Context: an optimization exercise on an open-source flow, tuned for small area, a short achievable clock period and few clock cycles. The choices shown serve that exercise and are no tape-out recipe. For this run, only the layout was checked, not whether the RTL still works.

**design/flow/run.sh**
```bash
#!/bin/bash
# synth_recipe.tcl (not shown) runs the flow's synth.tcl, then flattens the netlist and writes it again
# the make line also repeats each setting of config.mk as NAME=value (left out here)
make -C /OpenROAD-flow-scripts/flow DESIGN_CONFIG=/design/flow/config.mk WORK_HOME=/design/flow/orfs CLKGATE_MAP_FILE= SYNTH_SCRIPT=/design/flow/synth_recipe.tcl finish
```
**design/flow/config.mk**
```make
export PLATFORM = sky130hd
export DESIGN_NAME = thermy_ck8
export DESIGN_NICKNAME = thermy_ck8
export VERILOG_FILES = /design/flow/design.v
export SDC_FILE = /design/flow/constraint.sdc
export NUM_CORES = 4
export LEC_CHECK = 0
export CAP_MARGIN = 20
export CORE_MARGIN = 2
export CORE_UTILIZATION = 20
export PLACE_DENSITY = 0.3
export SLEW_MARGIN = 20
```
**design/flow/constraint.sdc**
```tcl
create_clock -name core_clock -period 20.0 [get_ports {clk}]
set_input_delay 4.0000 -clock core_clock [delete_from_list [all_inputs] [get_ports {clk}]]
set_output_delay 4.0000 -clock core_clock [all_outputs]
set_load 0.01 [all_outputs]
```
**design/flow/design.v**
```verilog
module ck_table (
    input  wire [7:0] idx,
    output reg  [7:0] val
);
    integer j;
    always @(*) begin
        val = idx;
        for (j = 0; j < 8; j = j + 1)
            val = val[7] ? ((val << 1) ^ 8'h07) : (val << 1);
    end
endmodule
module out_fifo (
    input  wire       clk,
    input  wire       rst,
    input  wire       prod,         
    input  wire [7:0] prod_data,
    output wire       prod_ok,
    output reg        out_valid,
    input  wire       out_ready,
    output reg  [7:0] out_data
);
    reg       o1_v;
    reg [7:0] o1_d;
    assign prod_ok = !o1_v;
    wire take = !out_valid || out_ready;
    always @(posedge clk) begin
        if (take)
            out_data <= o1_v ? o1_d : prod_data;
        if (!take && prod)
            o1_d <= prod_data;
        if (rst) begin
            out_valid <= 1'b0;
            o1_v      <= 1'b0;
        end else if (take) begin
            out_valid <= o1_v || prod;
            o1_v      <= 1'b0;
        end else if (prod)
            o1_v <= 1'b1;
    end
endmodule
module ed_rowbuf (
    input  wire       clk,
    input  wire       shift,
    input  wire [2:0] bw,
    input  wire [7:0] vin,
    output wire [7:0] tap1,
    output wire [7:0] tap2,
    output wire [7:0] tap3
);
    reg [7:0] r [1:31];
    integer i;
    always @(posedge clk) begin
        if (shift) begin
            for (i = 1; i < 31; i = i + 1)
                r[i] <= r[i+1];
            r[31] <= vin;
            if (bw == 3'd1) r[7]  <= vin;
            if (bw == 3'd2) r[15] <= vin;
            if (bw == 3'd3) r[23] <= vin;
        end
    end
    assign tap1 = r[1];
    assign tap2 = r[2];
    assign tap3 = r[3];
endmodule
module thermy_ck8 #(
    parameter WMAX = 32,
    parameter AW   = 5,
    parameter [7:0] PRE0 = 8'h51,
    parameter [7:0] PRE1 = 8'h78
) (
    input  wire        clk,
    input  wire        rst,
    input  wire        cmd_valid,
    output wire        cmd_ready,
    input  wire [31:0] cmd_data,
    output reg  [31:0] res,
    output reg         res_valid,
    output wire        out_valid,
    input  wire        out_ready,
    output wire [7:0]  out_data
);
    localparam [2:0] E_ILL = 3'd1, E_ENC = 3'd2, E_CFG = 3'd3, E_SEQ = 3'd4;
    localparam [7:0] OP_NOP = 8'h00, OP_SETCTRL = 8'h01, OP_SETW = 8'h02,
                     OP_SETA = 8'h03, OP_RDREG = 8'h04, OP_CLRERR = 8'h05,
                     OP_RSTRAS = 8'h06, OP_CKCLR = 8'h10, OP_CKUPD = 8'h11,
                     OP_CKRD = 8'h12, OP_FRBT = 8'h20, OP_FRBR = 8'h21,
                     OP_FRPUT = 8'h22, OP_FRI2B = 8'h23, OP_REVB = 8'h24,
                     OP_FCCLR = 8'h30, OP_FCPUT = 8'h31, OP_DQPIX = 8'h40,
                     OP_BPPIX = 8'h50;
    localparam [2:0] FC_IDLE = 3'd0, FC_BUSY = 3'd1, FC_OK = 3'd2, FC_BADPRE = 3'd3,
                     FC_BADTYPE = 3'd4, FC_BADCK = 3'd5, FC_BADTERM = 3'd6;
    localparam [3:0] P_P0 = 4'd0, P_P1 = 4'd1, P_CMD = 4'd2, P_TYPE = 4'd3,
                     P_L0 = 4'd4, P_L1 = 4'd5, P_PAY = 4'd6, P_CK = 4'd7,
                     P_TERM = 4'd8;
    localparam [21:0] DIV = 22'd2550000;
    localparam [1:0]  K_BP = 2'd0, K_TH = 2'd1, K_ED = 2'd2;
    reg [2:0]  errcode;
    reg        mode, rev, route;
    reg [2:0]  wc;               
    reg [7:0]  alpha;
    reg [7:0]  ckcrc;
    reg [7:0]  frcmd;
    reg        frtype;
    reg [15:0] frrem;
    reg [2:0]  fcstat;
    reg [3:0]  fcphase;
    reg [7:0]  fccmd;
    reg        fctype;
    reg [15:0] fclen;
    reg [15:0] fcrem;
    reg [7:0]  fccrc;
    reg [4:0]  dqx;
    reg [31:0] dqy;
    reg [4:0]  bpx;
    reg [31:0] bplines;
    reg [31:0] outcnt;
    reg        zrow;             
    reg [7:0]  frcrc;            
    reg [7:0]  bpacc;            
    reg [2:0]  kb;               
    reg [7:0]  dq_hi;            
    reg        dq_w;             
    reg [2:0]  bw;               
    wire fropen = (frrem != 16'd0);
    reg [31:0] cin, sk;
    reg        cin_v, sk_v;
    reg        rdy;
    assign cmd_ready = rdy;
    wire [31:0] c     = sk_v ? sk : cin;
    wire        c_v   = sk_v | cin_v;
    wire [7:0]  op    = c[31:24];
    wire [7:0]  b8    = c[7:0];
    reg known, rsv_bad;
    reg [2:0] err;
    wire [4:0] wm1      = {wc[1:0] - 2'd1, 3'b111};    
    wire       dqx_last = (dqx == wm1);
    wire       bpx_last = (bpx == wm1);
    wire [2:0] k        = bpx[2:0];
    always @(*) begin
        known   = 1'b1;
        rsv_bad = 1'b0;
        case (op)
            OP_NOP, OP_CLRERR, OP_RSTRAS, OP_CKCLR, OP_CKRD, OP_FCCLR:
                rsv_bad = (c[23:0] != 24'd0);
            OP_SETA, OP_CKUPD, OP_FRPUT, OP_REVB, OP_FCPUT, OP_BPPIX:
                rsv_bad = (c[23:8] != 16'd0);
            OP_RDREG:
                rsv_bad = (c[23:8] != 16'd0) || (b8 > 8'h18);
            OP_SETW:
                rsv_bad = (c[23:16] != 8'd0);
            OP_SETCTRL:
                rsv_bad = (c[23:3] != 21'd0);
            OP_FRI2B:
                rsv_bad = (c[23:21] != 3'd0);
            OP_FRBT, OP_FRBR, OP_DQPIX:
                rsv_bad = 1'b0;
            default:
                known = 1'b0;
        endcase
        err = 3'd0;
        if (!known || rsv_bad)
            err = E_ILL;
        else begin
            case (op)
                OP_SETCTRL:
                    if (dqx != 5'd0 || bpx != 5'd0) err = E_CFG;
                OP_SETW:
                    if (c[15:0] == 16'd0 || c[2:0] != 3'd0 || c[15:0] > WMAX ||
                        dqx != 5'd0 || bpx != 5'd0) err = E_CFG;
                OP_FRBT, OP_FRBR:
                    if (fropen) err = E_SEQ;
                OP_FRPUT:
                    if (!fropen) err = E_SEQ;
                OP_FRI2B:
                    if (!fropen) err = E_SEQ;
                    else if ({12'd0, c[19:16]} > frrem) err = E_ENC;
                OP_FCPUT:
                    if (fcstat >= FC_OK) err = E_SEQ;
                OP_DQPIX, OP_BPPIX:
                    if (wc == 3'd0) err = E_CFG;
                    else if (route && k == 3'd7 && !fropen) err = E_SEQ;
                default: ;
            endcase
        end
    end
    reg  [3:0] i2b_j;            
    wire       i2b_cont = (i2b_j != 4'd0);
    wire ignored = (errcode != 3'd0) && (op != OP_RDREG) && (op != OP_CLRERR) && !i2b_cont;
    wire ok      = i2b_cont || (!ignored && err == 3'd0);
    reg v1, v2, v3, v4, v5, v6;
    wire pp_empty = !(v1 | v2 | v3 | v4 | v5 | v6);
    localparam TQD = 4;
    reg [TQD-1:0] q_v;
    wire q_full  = q_v[TQD-1];
    wire q_empty = !q_v[0];
    reg  hdr_busy;
    wire is_fr   = (op == OP_FRBT) || (op == OP_FRBR);
    wire pushy   = is_fr || (op == OP_FRPUT) || (op == OP_FRI2B) ||
                   (op == OP_DQPIX) || (op == OP_BPPIX);
    wire drainy  = (op == OP_SETW) || (op == OP_RSTRAS) ||
                   ((op == OP_RDREG) && (b8 == 8'h08 || b8 == 8'h12 || b8 == 8'h14));
    wire i2b_n0  = (c[19:16] == 4'd0);
    wire i2b_more = (op == OP_FRI2B) && ok && !i2b_n0 && (i2b_j != c[19:16] - 4'd1);
    wire blk   = (pushy && q_full) || (is_fr && hdr_busy) ||
                 (drainy && !(pp_empty && q_empty));
    wire adv   = c_v && !blk;             
    wire done  = adv && !i2b_more;        
    wire x_ok  = adv && ok;               
    reg [31:0] rdval;
    always @(*) begin
        case (b8[4:0])
            5'h00: rdval = {21'd0, (bpx != 5'd0), (dqx != 5'd0), fropen, 5'd0, errcode};
            5'h01: rdval = {29'd0, route, rev, mode};
            5'h02: rdval = {26'd0, wc, 3'd0};
            5'h03: rdval = {24'd0, alpha};
            5'h04: rdval = {24'd0, ckcrc};
            5'h05: rdval = {24'd0, frcmd};
            5'h06: rdval = {31'd0, frtype};
            5'h07: rdval = {16'd0, frrem};
            5'h08: rdval = {24'd0, frcrc};
            5'h09: rdval = {29'd0, fcstat};
            5'h0A: rdval = {28'd0, fcphase};
            5'h0B: rdval = {24'd0, fccmd};
            5'h0C: rdval = {31'd0, fctype};
            5'h0D: rdval = {16'd0, fclen};
            5'h0E: rdval = {16'd0, fcrem};
            5'h0F: rdval = {24'd0, fccrc};
            5'h10: rdval = {27'd0, dqx};
            5'h11: rdval = dqy;
            5'h12: rdval = {dq_hi, {24{dq_w}}};
            5'h13: rdval = {27'd0, bpx};
            5'h14: rdval = {24'd0, bpacc};
            5'h15: rdval = bplines;
            5'h16: rdval = outcnt;
            5'h17: rdval = {16'd0, WMAX[15:0]};
            5'h18: rdval = {16'd0, PRE1, PRE0};
            default: rdval = 32'd0;
        endcase
    end
    wire [7:0] ck_next, fc_next, fr_next;
    ck_table u_ck_ck (.idx(ckcrc ^ b8), .val(ck_next));
    ck_table u_ck_fc (.idx(fccrc ^ b8), .val(fc_next));
    wire is_pix   = (op == OP_DQPIX) || (op == OP_BPPIX);
    wire pix_byte = is_pix && (k == 3'd7);
    wire frem1    = (frrem == 16'd1);
    wire [3:0] i2b_idx  = c[20] ? (c[19:16] - 4'd1 - i2b_j) : i2b_j;
    wire [7:0] i2b_byte = (i2b_idx == 4'd0) ? c[7:0] :
                          (i2b_idx == 4'd1) ? c[15:8] : 8'd0;
    reg        t_push;
    reg        t_hdr, t_close, t_route, t_rev, t_fill;
    reg [7:0]  t_byte;
    reg [3:0]  oc_inc;
    reg        fr_dec;
    always @(*) begin
        t_push = 1'b0; t_hdr = 1'b0; t_close = 1'b0; t_route = 1'b1;
        t_rev = 1'b0; t_fill = 1'b1; t_byte = b8; oc_inc = 4'd0; fr_dec = 1'b0;
        if (x_ok) begin
            if (is_fr) begin
                t_push = 1'b1; t_hdr = 1'b1;
                t_close = (c[23:8] == 16'd0);
                oc_inc = t_close ? 4'd8 : 4'd6;
            end else if (op == OP_FRPUT) begin
                t_push = 1'b1; t_close = frem1; fr_dec = 1'b1;
                oc_inc = frem1 ? 4'd3 : 4'd1;
            end else if (op == OP_FRI2B) begin
                if (!i2b_n0) begin
                    t_push = 1'b1; t_close = frem1; fr_dec = 1'b1; t_byte = i2b_byte;
                    oc_inc = frem1 ? 4'd3 : 4'd1;
                end
            end else if (pix_byte) begin
                t_push = 1'b1; t_route = route; t_rev = rev; t_fill = 1'b0;
                t_close = route && frem1; fr_dec = route;
                oc_inc = (route && frem1) ? 4'd3 : 4'd1;
            end
        end
    end
    wire [7:0] ri = ~c[7:0], gi = ~c[15:8], bi = ~c[23:16];
    wire [21:0] u_luma = 22'd2125 * ri + 22'd7154 * gi + 22'd721 * bi;
    reg [1:0]  k1, k2, k3, k4, k5;
    reg        bit1, bit2, bit3, bit4, bit5, bit6;
    reg        z1, z2, z3, z4;
    reg        f1, f2, f3, f4, f5, f6;
    reg        ed6;
    reg [21:0] u1;
    reg [29:0] n2;
    reg [21:0] rm3, rm4;
    reg [4:0]  lo3;
    reg [1:0]  lo4;
    reg [2:0]  q3;
    reg [5:0]  q4;
    reg signed [9:0] base5;
    reg signed [8:0] o6;
    reg signed [6:0] cc;        
    reg signed [4:0] ea;        
    reg signed [6:0] eb;        
    wire pix_go = x_ok && is_pix;
    wire ed_go  = pix_go && (op == OP_DQPIX) && mode;
    wire [29:0] blend = 30'd651525000 - u1 * alpha;
    wire        th_white = (u1 < 22'd1270000);
    function [22:0] dstep(input [22:0] win);
        reg [23:0] t;
        begin
            t = {1'b0, win} - {2'b00, DIV};
            dstep = t[23] ? {1'b0, win[21:0]} : {1'b1, t[21:0]};
        end
    endfunction
    wire [22:0] s7 = dstep(n2[29:7]);
    wire [22:0] s6 = dstep({s7[21:0], n2[6]});
    wire [22:0] s5 = dstep({s6[21:0], n2[5]});
    wire [22:0] s4 = dstep({rm3, lo3[4]});
    wire [22:0] s3 = dstep({s4[21:0], lo3[3]});
    wire [22:0] s2 = dstep({s3[21:0], lo3[2]});
    wire [22:0] s1 = dstep({rm4, lo4[1]});
    wire [22:0] s0 = dstep({s1[21:0], lo4[0]});
    wire [7:0]  gq = {q4, s1[22], s0[22]};
    wire [7:0] tap1, tap2, tap3;
    wire [1:0] pend = {1'b0, (v5 && k5 == K_ED)} + {1'b0, (v6 && ed6)};
    wire [7:0] tap  = (pend == 2'd0) ? tap1 : (pend == 2'd1) ? tap2 : tap3;
    wire signed [9:0] e_row  = z4 ? 10'sd0 : {{2{tap[7]}}, tap};
    wire signed [9:0] base_n = $signed({2'b00, gq}) + e_row;
    wire signed [9:0] m    = base5 + (f5 ? 10'sd0 : {{3{cc[6]}}, cc});
    wire              ed_w = (m > 10'sd128);
    wire signed [9:0] o_f  = ed_w ? (m - 10'sd255) : m;
    wire signed [8:0] o_n  = o_f[8:0];
    function signed [7:0] share(input signed [8:0] o, input [2:0] kk);
        reg [8:0]  mag;
        reg [11:0] pr;
        begin
            mag = o[8] ? -o : o;
            pr  = mag * kk;
            share = o[8] ? -{1'b0, pr[10:4]} : {1'b0, pr[10:4]};
        end
    endfunction
    wire signed [7:0] d7n = share(o_n, 3'd7);
    wire signed [7:0] d3 = share(o6, 3'd3);
    wire signed [7:0] d5 = share(o6, 3'd5);
    wire signed [7:0] d1 = share(o6, 3'd1);
    wire signed [7:0] ring_in = f6 ? {eb[6], eb} : ({eb[6], eb} + d3);
    wire signed [7:0] eb_n    = (f6 ? 8'sd0 : {{3{ea[4]}}, ea}) + d5;
    ed_rowbuf u_ring (
        .clk(clk), .shift(v6 && ed6), .bw(bw), .vin(ring_in),
        .tap1(tap1), .tap2(tap2), .tap3(tap3)
    );
    wire [7:0] pk_acc  = bpacc | ({7'd0, bit6} << kb);
    wire       pk_fill = v6 && (kb == 3'd7);
    always @(posedge clk) begin
        u1    <= u_luma;
        n2    <= blend;
        rm3   <= s5[21:0];
        lo3   <= n2[4:0];
        q3    <= {s7[22], s6[22], s5[22]};
        rm4   <= s2[21:0];
        lo4   <= lo3[1:0];
        q4    <= {q3, s4[22], s3[22], s2[22]};
        base5 <= base_n;
        o6    <= o_n;
        k1 <= (op == OP_BPPIX) ? K_BP : mode ? K_ED : K_TH;
        bit1 <= !b8[7];
        z1 <= zrow;
        f1 <= (dqx == 5'd0);
        k2 <= k1; bit2 <= (k1 == K_TH) ? !th_white : bit1; z2 <= z1; f2 <= f1;
        k3 <= k2; bit3 <= bit2; z3 <= z2; f3 <= f2;
        k4 <= k3; bit4 <= bit3; f4 <= f3; z4 <= z3;
        k5 <= k4; bit5 <= bit4; f5 <= f4;
        ed6 <= (k5 == K_ED); bit6 <= (k5 == K_ED) ? !ed_w : bit5; f6 <= f5;
        if (v5 && k5 == K_ED)
            cc <= d7n[6:0];
        if (v6 && ed6) begin
            eb <= eb_n[6:0];
            ea <= d1[4:0];
        end
        if (rst) begin
            v1 <= 1'b0; v2 <= 1'b0; v3 <= 1'b0; v4 <= 1'b0; v5 <= 1'b0; v6 <= 1'b0;
        end else begin
            v1 <= pix_go; v2 <= v1; v3 <= v2; v4 <= v3; v5 <= v4; v6 <= v5;
        end
    end
    reg [TQD-1:0] q_hdr, q_cl, q_rt, q_rv, q_fl;
    reg [7:0]     q_b [0:TQD-1];
    reg [15:0]    hdr_len;
    reg  [2:0] hj;
    reg  [1:0] ph;                
    wire       prod_ok;
    wire       h_v   = q_v[0];
    wire       h_hdr = q_hdr[0];
    wire       e_go  = h_v && prod_ok && (h_hdr || ph != 2'd0 || q_fl[0]);
    reg  [7:0] hdr_byte;
    always @(*) begin
        case (hj)
            3'd0: hdr_byte = PRE0;
            3'd1: hdr_byte = PRE1;
            3'd2: hdr_byte = frcmd;
            3'd3: hdr_byte = {7'd0, frtype};
            3'd4: hdr_byte = hdr_len[7:0];
            default: hdr_byte = hdr_len[15:8];
        endcase
    end
    wire [7:0] hb    = q_b[0];
    wire [7:0] hb_rv = {hb[0], hb[1], hb[2], hb[3], hb[4], hb[5], hb[6], hb[7]};
    wire [7:0] e_data = h_hdr ? hdr_byte : (q_rv[0] ? hb_rv : hb);
    wire [7:0] e_byte = (ph == 2'd1) ? frcrc : (ph == 2'd2) ? 8'hFF : e_data;
    ck_table u_ck_fr (.idx(frcrc ^ e_data), .val(fr_next));
    wire e_pop = e_go && ((ph == 2'd2) ||
                          (ph == 2'd0 && !q_cl[0] && (!h_hdr || hj == 3'd5)));
    out_fifo u_out (
        .clk(clk), .rst(rst), .prod(e_go), .prod_data(e_byte), .prod_ok(prod_ok),
        .out_valid(out_valid), .out_ready(out_ready), .out_data(out_data)
    );
    reg [TQD-1:0] fsel;
    reg           found;
    integer qi;
    always @(*) begin
        found = 1'b0;
        fsel  = {TQD{1'b0}};
        for (qi = 0; qi < TQD; qi = qi + 1)
            if (!found && q_v[qi] && !q_hdr[qi] && !q_fl[qi]) begin
                fsel[qi] = 1'b1;
                found = 1'b1;
            end
    end
    reg [TQD-1:0] nv, nh, ncl, nrt, nrv, nfl;
    reg [7:0]     nb [0:TQD-1];
    reg [TQD-1:0] fv, fh, fcl, frt, frv, ffl;
    reg [7:0]     fb [0:TQD-1];
    integer qj;
    reg placed;
    always @(*) begin
        for (qj = 0; qj < TQD; qj = qj + 1) begin
            fv[qj] = q_v[qj]; fh[qj] = q_hdr[qj]; fcl[qj] = q_cl[qj];
            frt[qj] = q_rt[qj]; frv[qj] = q_rv[qj];
            ffl[qj] = q_fl[qj] || (pk_fill && fsel[qj]);
            fb[qj]  = (pk_fill && fsel[qj]) ? pk_acc : q_b[qj];
        end
        for (qj = 0; qj < TQD; qj = qj + 1) begin
            if (e_pop) begin
                if (qj < TQD - 1) begin
                    nv[qj] = fv[qj+1]; nh[qj] = fh[qj+1]; ncl[qj] = fcl[qj+1];
                    nrt[qj] = frt[qj+1]; nrv[qj] = frv[qj+1]; nfl[qj] = ffl[qj+1];
                    nb[qj] = fb[qj+1];
                end else begin
                    nv[qj] = 1'b0; nh[qj] = 1'b0; ncl[qj] = 1'b0;
                    nrt[qj] = 1'b0; nrv[qj] = 1'b0; nfl[qj] = 1'b0;
                    nb[qj] = 8'd0;
                end
            end else begin
                nv[qj] = fv[qj]; nh[qj] = fh[qj]; ncl[qj] = fcl[qj];
                nrt[qj] = frt[qj]; nrv[qj] = frv[qj]; nfl[qj] = ffl[qj];
                nb[qj] = fb[qj];
            end
        end
        placed = 1'b0;
        for (qj = 0; qj < TQD; qj = qj + 1)
            if (t_push && !placed && !nv[qj]) begin
                placed = 1'b1;
                nv[qj] = 1'b1; nh[qj] = t_hdr; ncl[qj] = t_close;
                nrt[qj] = t_route; nrv[qj] = t_rev; nfl[qj] = t_fill;
                nb[qj] = t_byte;
            end
    end
    integer qk;
    always @(posedge clk) begin
        for (qk = 0; qk < TQD; qk = qk + 1) begin
            q_hdr[qk] <= nh[qk]; q_cl[qk] <= ncl[qk]; q_rt[qk] <= nrt[qk];
            q_rv[qk] <= nrv[qk]; q_fl[qk] <= nfl[qk]; q_b[qk] <= nb[qk];
        end
        if (rst) begin
            q_v <= {TQD{1'b0}};
            hj  <= 3'd0;
            ph  <= 2'd0;
            frcrc <= 8'd0;
            hdr_busy <= 1'b0;
        end else begin
            q_v <= nv;
            if (e_go) begin
                if (ph == 2'd0) begin
                    if (h_hdr) begin
                        frcrc <= 8'd0;
                        if (hj == 3'd5) begin
                            hj <= 3'd0;
                            if (q_cl[0]) ph <= 2'd1;
                        end else
                            hj <= hj + 3'd1;
                    end else begin
                        if (q_rt[0]) frcrc <= fr_next;
                        if (q_cl[0]) ph <= 2'd1;
                    end
                end else if (ph == 2'd1)
                    ph <= 2'd2;
                else
                    ph <= 2'd0;
            end
            if (x_ok && is_fr)
                hdr_busy <= 1'b1;
            else if (e_pop && h_hdr)
                hdr_busy <= 1'b0;
        end
        if (x_ok && is_fr)
            hdr_len <= c[23:8];
    end
    wire clr_ras = x_ok && ((op == OP_SETW) || (op == OP_RSTRAS) ||
                            (op == OP_SETCTRL && c[0] != mode));
    always @(posedge clk) begin
        if (rdy) cin <= cmd_data;
        if (!sk_v) sk <= cin;
        if (rst) begin
            cin_v <= 1'b0;
            sk_v  <= 1'b0;
            rdy   <= 1'b1;
        end else begin
            cin_v <= rdy ? cmd_valid : cin_v;
            if (sk_v) begin
                if (done) begin
                    sk_v <= 1'b0;
                    rdy  <= 1'b1;
                end
            end else if (cin_v && !done) begin
                sk_v <= 1'b1;
                rdy  <= 1'b0;
            end
        end
    end
    always @(posedge clk) begin
        if (rst) begin
            errcode    <= 3'd0;
            mode       <= 1'b0;
            rev        <= 1'b0;
            route      <= 1'b0;
            wc         <= 3'd0;
            alpha      <= 8'hFF;
            ckcrc      <= 8'd0;
            frcmd      <= 8'd0;
            frtype     <= 1'b0;
            frrem      <= 16'd0;
            fcstat     <= FC_IDLE;
            fcphase    <= P_P0;
            fccmd      <= 8'd0;
            fctype     <= 1'b0;
            fclen      <= 16'd0;
            fcrem      <= 16'd0;
            fccrc      <= 8'd0;
            dqx        <= 5'd0;
            dqy        <= 32'd0;
            bpx        <= 5'd0;
            bplines    <= 32'd0;
            outcnt     <= 32'd0;
            zrow       <= 1'b1;
            res        <= 32'd0;
            res_valid  <= 1'b0;
            i2b_j      <= 4'd0;
            bpacc      <= 8'd0;
            kb         <= 3'd0;
            dq_hi      <= 8'd0;
            dq_w       <= 1'b0;
            bw         <= 3'd0;
        end else begin
            res_valid <= 1'b0;
            outcnt <= outcnt + {28'd0, oc_inc};
            if (fr_dec)
                frrem <= frrem - 16'd1;
            if (v6) begin
                kb <= kb + 3'd1;
                bpacc <= (kb == 3'd7) ? 8'd0 : pk_acc;
            end
            if (v1 && k1 == K_ED) dq_hi <= 8'hFF;
            if (v1 && k1 == K_TH) dq_hi <= alpha;
            if (v5 && k5 == K_ED) dq_w <= ed_w;
            if (v5 && k5 == K_TH) dq_w <= !bit5;
            if (adv && op == OP_FRI2B && ok && !i2b_n0)
                i2b_j <= i2b_more ? i2b_j + 4'd1 : 4'd0;
            if (done && !ok && !ignored && errcode == 3'd0)
                errcode <= err;
            if (clr_ras) begin
                dqx <= 5'd0; dqy <= 32'd0;
                bpx <= 5'd0; bplines <= 32'd0;
                zrow <= 1'b1;
            end
            if (done && ok) begin
                case (op)
                OP_SETCTRL: begin
                    mode  <= c[0];
                    rev   <= c[1];
                    route <= c[2];
                end
                OP_SETW: begin
                    wc <= c[5:3];
                    bw <= c[5:3];
                end
                OP_RSTRAS: begin
                    kb <= 3'd0;
                    bpacc <= 8'd0;
                end
                OP_SETA:   alpha <= b8;
                OP_RDREG:  begin res <= rdval; res_valid <= 1'b1; end
                OP_CLRERR: errcode <= 3'd0;
                OP_CKCLR:  ckcrc <= 8'd0;
                OP_CKUPD:  ckcrc <= ck_next;
                OP_CKRD:   begin res <= {24'd0, ckcrc}; res_valid <= 1'b1; end
                OP_REVB: begin
                    res <= {24'd0, b8[0], b8[1], b8[2], b8[3], b8[4], b8[5], b8[6], b8[7]};
                    res_valid <= 1'b1;
                end
                OP_FRBT, OP_FRBR: begin
                    frcmd  <= b8;
                    frtype <= op[0];
                    frrem  <= c[23:8];
                end
                OP_FCCLR: begin
                    fcstat <= FC_IDLE; fcphase <= P_P0;
                    fccmd <= 8'd0; fctype <= 1'b0;
                    fclen <= 16'd0; fcrem <= 16'd0; fccrc <= 8'd0;
                end
                OP_FCPUT: begin
                    case (fcphase)
                    P_P0: if (b8 == PRE0) begin fcstat <= FC_BUSY; fcphase <= P_P1; end
                          else fcstat <= FC_BADPRE;
                    P_P1: if (b8 == PRE1) fcphase <= P_CMD;
                          else fcstat <= FC_BADPRE;
                    P_CMD: begin fccmd <= b8; fcphase <= P_TYPE; end
                    P_TYPE: if (b8 <= 8'd1) begin fctype <= b8[0]; fcphase <= P_L0; end
                            else fcstat <= FC_BADTYPE;
                    P_L0: begin fclen <= {8'd0, b8}; fcphase <= P_L1; end
                    P_L1: begin
                        fclen <= {b8, fclen[7:0]};
                        fcrem <= {b8, fclen[7:0]};
                        fccrc <= 8'd0;
                        fcphase <= ({b8, fclen[7:0]} == 16'd0) ? P_CK : P_PAY;
                    end
                    P_PAY: begin
                        fccrc <= fc_next;
                        fcrem <= fcrem - 16'd1;
                        if (fcrem == 16'd1) fcphase <= P_CK;
                    end
                    P_CK: if (b8 == fccrc) fcphase <= P_TERM;
                          else fcstat <= FC_BADCK;
                    P_TERM: if (b8 == 8'hFF) fcstat <= FC_OK;
                            else fcstat <= FC_BADTERM;
                    default: ;
                    endcase
                end
                OP_DQPIX, OP_BPPIX: begin
                    if (bpx_last) begin
                        bpx <= 5'd0; bplines <= bplines + 32'd1;
                    end else
                        bpx <= bpx + 5'd1;
                    if (op == OP_DQPIX) begin
                        if (dqx_last) begin
                            dqx <= 5'd0; dqy <= dqy + 32'd1;
                            if (mode) zrow <= 1'b0;
                        end else
                            dqx <= dqx + 5'd1;
                    end
                end
                default: ;
                endcase
            end
        end
    end
endmodule
```
==> flow_summary.json <==
{
  "drt_pass1_iterations": 6,
  "synth_top_area_share_pct": 19.90,
  "ys_seq_elements": 860,
  "clk_latency_ns": 0.80,
  "cts_tree": "built",
  "async_flop_share_pct": 0,
  "ant_nets": 0,
  "min_period_ns": 8.287,
  "synth_compound_area_share_pct": 14.97,
  "routed_wl_um": 189200,
  "synth.distinct_cells": 112,
  "grt_pass1_wl_um": 282800,
  "cp_common_cell": "fa_1",
  "syn_nets": 6270,
  "grt_max_degree": 178,
  "synth_area_per_cell_um2": 9.433,
  "antenna_found_initial": 14,
  "final_common_cell": "nor2_1",
  "start_kind": "flip-flop",
  "rsz0062_at_grt": "no",
  "grt_usage_pct": 13.79,
  "fmax_mhz": 120.7,
  "clk_path_buf_depth": 3,
  "start_util_pct": 20.05,
  "ys_warn_count": 8,
  "num_rows": 190,
  "post_cts_buffers": 0,
  "hpwl_um": 142500,
  "die_x_um": 521.6,
  "design.die.area_um2": 272100,
  "syn2layout_area_growth_pct": 16.60,
  "synth_adder_area_share_pct": 16.02,
  "gp_congestion": 0.8449,
  "io_buffers": 78,
  "htreeDepth": 3,
  "hold_ws_ns": 0.3198,
  "fin_area_um2": 62480,
  "drc": 0,
  "synth_ff_type": "dfxtp_1",
  "path_class": "reg2reg",
  "crit_required_ns": 20.62,
  "clk_pin_slew_worst_paths_ns": 0.06,
  "hold_path.class": "reg2reg",
  "min_period_over_period_pct": 41.44,
  "drive_above_1_share_pct": 6.828,
  "status": "complete, no violations",
  "worstMarginPinSlew_ns": 1.062,
  "synthTopCellsByArea": "edfxtp_1 20%, dfxtp_1 19%, fa_1 8.2%",
  "grt_overflow": 0,
  "synth_edf_count": 355,
  "synth-simple-area-share_pct": 16.87,
  "num_vias": 41089,
  "clockRootBuffer": "clkbuf_16",
  "core_area_um2": 267200,
  "cpPeakStageDelay_ns": 0.78,
  "postPlaceCellArea_um2": 58620,
  "tns_ns": 0,
  "synth_xor_area_share_pct": 5.836,
  "finClkSkew_ns": 0.09716,
  "worst_slew_margin_rel_pct": 27.15,
  "die_h_um": 521.6,
  "synth_mux_area_share_pct": 2.249,
  "io_pins": 79,
  "postSynthCellCount": 5680,
  "end_kind": "flip-flop",
  "hold_buffers": 0,
  "cts_sinks": 860,
  "wl_per_cell_um": 20.16,
  "hold_viol_final": 0,
  "arrival_ns": 8.90,
  "synth_top_family_by_area": "simple AND/OR/NAND/NOR gates",
  "drv_slew": 0,
  "seq_area_frac_synth_pct": 38.76,
  "syn_area_um2": 53580,
  "final_cell_mix": "525 x nor2_1, 503 x dfxtp_1, 490 x inv_1, 457 x nand2_1, 384 x a21oi_1",
  "crit_fanout": 14,
  "drtIter0Drc": 2813,
  "fin_nets": 6318,
  "cts_buffers": 114,
  "slowest_stage": "mux2i_1",
  "cap_violations": 0,
  "grt_pass1_vias": 42104,
  "setup_viol": 0,
  "cts_resized": 0,
  "viasPerCell": 4.378,
  "synth_area_leader_cell": "edfxtp_1"
}
==> synthesized netlist by cell type, drive strengths merged (13+ instances only) <==
master / n
nor2: 529
dfxtp: 505
inv: 496
nand2: 457
a21oi: 390
edfxtp: 355
ha: 334
o21ai: 237
xnor2: 232
fa: 220
clkbuf: 184
nand3: 158
nor3: 151
and2: 147
xor2: 125
a211oi: 67
mux2i: 64
a22oi: 57
and3: 56
nand4: 54
nor2b: 52
mux2: 48
buf: 46
or3: 46
a21o: 42
nand2b: 42
o21bai: 38
nor4: 37
o211ai: 36
a22o: 34
nand3b: 31
a222oi: 27
o31ai: 27
a221oi: 24
a31oi: 24
nor3b: 24
o22ai: 21
o22a: 20
o21a: 18
or4: 18
a21boi: 17
or2: 16
a211o: 15
and4: 13
==> per-layer routing <==
layer | GRT usage (%) | up-vias | share of wire, %
met5 | 0 | - | 0.0063
met1 | 18.45 | 19983 | 47
met4 | 4.050 | 2 | 3.0
li1 | - | 20119 | -
met3 | 2.037 | 233 | 3.9
met2 | 22.86 | 752 | 47
==> cells by family (layout without fill, tap and decap cells) <==
kind of cell,Yosys count,after routing
and+or+nand+nor,1855,1855
adders and majority gates,554,554
other,0,4
DFF,860,860
muxes,112,112
buffers and inverters,729,878
xor gates and xnor gates,357,357
AOI/OAI and AO/OA,1213,1213
==> path summary, 6_finish.rpt <==
check | startpoint | to | slack (ns) | cells after the start
worst max-delay path | sk_v$_SDFF_PP0_ | u1[21]$_DFF_P_ | 11.71 | 26
worst min-delay path | bit4$_DFF_P_ | bit5$_DFF_P_ | 0.32 | 0
worst max register to register | sk_v$_SDFF_PP0_ | u1[21]$_DFF_P_ | 11.71 | 26
worst min register to register | bit4$_DFF_P_ | bit5$_DFF_P_ | 0.32 | 0
==> stage by stage <==
step / setup WS, ns / cells / util (%)
after floorplan: 11.73 / 5680 / -
after CTS: 11.58 / 9381 / 23.37
after global placement: 11.83 / 9164 / 21.93
after global routing: 11.23 / 9382 / 23.38
final: 11.71 / 9385 / 23.38
after detailed placement: 11.73 / 9164 / 21.94
==> critical path: cells and delay by family, from the launching register on <==
family	cells	cell delay, ns
fa+ha+maj	9	4.14
compound gates	7	1.33
mux	1	0.78
simple gates	3	0.63
buf+inv	5	0.53
flops	1	0.48
xor+xnor	1	0.20
==> final cells by class <==
type	instances	area [um^2]
Clock buffer	153	3142
Tap cell	3552	4444
Multi-Input combinational cell	4091	30090
Antenna cell	4	10.01
Sequential cell	860	20770
Clock inverter	64	701.9
Fill cell	28979	204700
Inverter	499	1881
Timing Repair Buffer	162	1429
==> state kept, by name, indices dropped and copies added, names as in the netlist, 20 cells and up <==
signal / flops
u1: 22
u_ring.r: 248
outcnt: 32
dqy: 32
bplines: 32
sk: 32
res: 32
n2: 26
rm4: 20
q_b: 32
rm3: 22
cin: 32

## afterwards: timing with drivers on the ports
Ports are ideal in the flow. The routed layout listed here was re-timed in OpenROAD.
Step 1, drivers: a clkbuf_16 drives clk and a buf_2 each remaining input, both assumed.
Step 2 times the ports against the registers' clock, not the clock port: input delays grow and output delays shrink by t, the midpoint of the rising clock arrivals with the driver on.
Slacks: no drivers / after step 1 / after step 2; pairs: no drivers / after step 1.
t (ns): 0.844
setup slack, ns: 11.713 / 11.713 / 11.713
hold slack, ns: 0.320 / 0.320 / 0.320
clock arrival spread, ns: 0.104 / 0.103
After both steps this run still meets setup and hold. The setup slack of this run moves by 0.000 ns with the drivers and by 0.000 ns with both steps.
